This is an optimization exercise on Yosys and OpenROAD, whose aim is small area, a short achievable clock period and few clock cycles per item, not a production implementation. The RTL was checked by simulation tests, not by an equivalence proof against the original design. No activity file was given, so power comes from the tool's default toggle rates.

// cbv_encoder
module cbv_encoder (
    input  wire        clk,
    input  wire        rst,
    input  wire        cfg_we,
    input  wire [3:0]  cfg_idx,
    input  wire [63:0] cfg_value,
    input  wire [15:0] cfg_len,
    input  wire [1:0]  cfg_kind,
    input  wire        start,
    input  wire [31:0] total_bits,
    input  wire [4:0]  alpha_n,
    output reg         src_re,
    output wire [10:0] src_addr,
    input  wire [31:0] src_rdata,
    output wire        busy,
    output reg         done,
    output reg         sym_valid,
    output reg  [3:0]  sym,
    output wire        err,
    output wire [7:0]  err_code,
    output wire [31:0] err_info,
    output wire [31:0] nsym,
    output wire [31:0] total_rank,
    output wire [32:0] stream_bits,
    input  wire [3:0]  usage_sel,
    output wire [31:0] usage_q
);
For scale: about 12000 cells after synthesis, ~1900 flip-flops, about 350 I/O pins, roughly 120000 um2 of cells after synthesis.
Settings: LEC_CHECK=0, CAP_MARGIN=30, CORE_MARGIN=2, CORE_UTILIZATION=40, SETUP_SLACK_MARGIN=5, SLEW_MARGIN=50; clock period 12.0 ns.
run.sh (not shown) runs the stock make flow with config.mk's settings and CLKGATE_MAP_FILE= SYNTH_SCRIPT=/design/flow/synth_recipe.tcl, a recipe that flattens the netlist after the stock synthesis.
The first run passed the timing, DRC and antenna checks.
Testbench counts at the start, summed over its fixed seeds: cycles 44,331, bits 332,171.
==> next run, changes <==
CORE_UTILIZATION = 30   (was 40)
CTS_CLUSTER_DIAMETER = 100   (was default)
CTS_CLUSTER_SIZE = 20   (was default)
=> The changed run ran to the end with no violations; sequential cell count stays the same; register-to-register slack gets worse by 0.08 ns; sequential share of layout area climbs by 0.63 points; clock skew climbs by 0.085 ns; power drops by 14%; design area drops by 1.7%; worst setup slack gets worse by 0.082 ns; global-route usage drops by 13 points; synthesized area is unchanged.
==> next run, changes <==
CORE_UTILIZATION = 45   (was 30)
SLEW_MARGIN = 40   (was 50)
The changed run ran to the end with no violations.
Critical path depth drops by 2.
Cell count drops by 9.7%.
Combinational power climbs by about 3%.
Wire length climbs by 3.0%.
Cell area drops by 2.2%.
==> next run, changes <==
CORE_UTILIZATION = 35   (was 45)
SLEW_MARGIN = 50   (was 40)
What happened: The changed run produced a clean layout; core utilization is lower by 12 points; count of clock-buffer cells in the layout is higher by 4; synthesized area stays the same; sequential power is about the same; final area is higher slightly; power is higher slightly; setup slack improved by 0.27 ns; via count is lower by a few percent.
==> next run, changes <==
CORE_UTILIZATION = 40   (was 35)
PLACE_DENSITY = 0.7   (was default)
What happened: Global-route usage increases by 6.5 points. Die area goes down by roughly a tenth. Cell area climbs slightly. Setup slack gets worse by 0.23 ns.

---

cbv_encoder again, from the RTL that the note above started with.
Settings: LEC_CHECK=0, CAP_MARGIN=30, CORE_MARGIN=2, CORE_UTILIZATION=40, CTS_CLUSTER_DIAMETER=100, CTS_CLUSTER_SIZE=20, SETUP_SLACK_MARGIN=5, SLEW_MARGIN=50; clock period 12.0 ns.
Testbench counts at the start, summed over its fixed seeds: cycles 44,331, bits 332,171.
Then changed:
- CORE_UTILIZATION: 40 -> 35
- SLEW_MARGIN: 50 -> 40
What happened:
- global-route usage is lower by 6.9 points
- setup slack improved by 0.0076 ns
- final cell count is higher by a few percent
- via count is lower slightly
- hold slack improved by 0.036 ns
- synthesized cell count stays the same

---

cbv_encoder, a different RTL version from the one above (not shown whole).
Size: ~1900 flip-flops, ~350 I/O pins, roughly 0.12 mm^2 of cells after synthesis.
make LEC_CHECK=0 CAP_MARGIN=30 CORE_MARGIN=2 CORE_UTILIZATION=40 SETUP_SLACK_MARGIN=5 SLEW_MARGIN=50 finish   # period 12.0 ns
Testbench counts at the start, summed over its fixed seeds: cycles 44,794, bits 332,171.
==> next run, changes <==
- SLEW_MARGIN: 50 -> 70
- The changed run produced a clean layout
- core utilization came out higher by 2.6 points
- worst hold slack is better by 0.0043 ns
- critical path depth falls by 5
- global-route usage grows by 0.27 points
- cell area rose by a few percent
- total power grows slightly
==> next run, changes <==
- CORE_UTILIZATION: 40 -> 50
- SLEW_MARGIN: 70 -> 50
After rerunning: The new run passed the timing, DRC and antenna checks; wire length decreases by 5.8%; total power decreases by 2.5%; core utilization increases by 9.6 points; synthesized area is unchanged; final cell count decreases by 7.4%; cell area decreases by 5.5%; sequential power increases by about 0.8%; via count increases by 1.6%; sequential cell count does not change; non-clock buffer count decreases by 499; register-to-register slack loses 0.08 ns.

==> afterwards: timing with drivers on the ports <==
Ports are ideal in the flow. The routed layouts listed here were re-timed in OpenROAD. Step 1: set_driving_cell puts a clkbuf_16 on clk and a buf_2 on each other input, an assumption about the parent block. Step 2 times the ports against the registers' clock, not the clock port: input delays grow and output delays shrink by t, the midpoint of the rising clock arrivals with the driver on. Three values: ideal ports, drivers, drivers and shift; two values: the first two.
run | shift t [ns] | setup WS [ns] | worst setup path at the end
the first run of note 1 | 1.039 | 4.542 / 4.542 / 4.542 | register to register
the second run of note 1 | 1.061 | 4.460 / 4.460 / 4.460 | register to register
the third run of note 1 | 0.988 | 4.379 / 4.379 / 4.379 | register to register
the fourth run of note 1 | 1.108 | 4.645 / 4.645 / 4.645 | register to register
the fifth run of note 1 | 1.092 | 4.420 / 4.420 / 4.420 | register to register
the first run of note 2 | 1.046 | 4.564 / 4.564 / 4.564 | register to register
the second run of note 2 | 1.063 | 4.572 / 4.572 / 4.572 | register to register
the first run of note 3 | 1.052 | 4.788 / 4.788 / 4.788 | register to register
the second run of note 3 | 1.048 | 4.782 / 4.782 / 4.782 | register to register
the third run of note 3 | 1.016 | 4.706 / 4.706 / 4.706 | register to register
After both steps setup and hold are still met in every run listed.
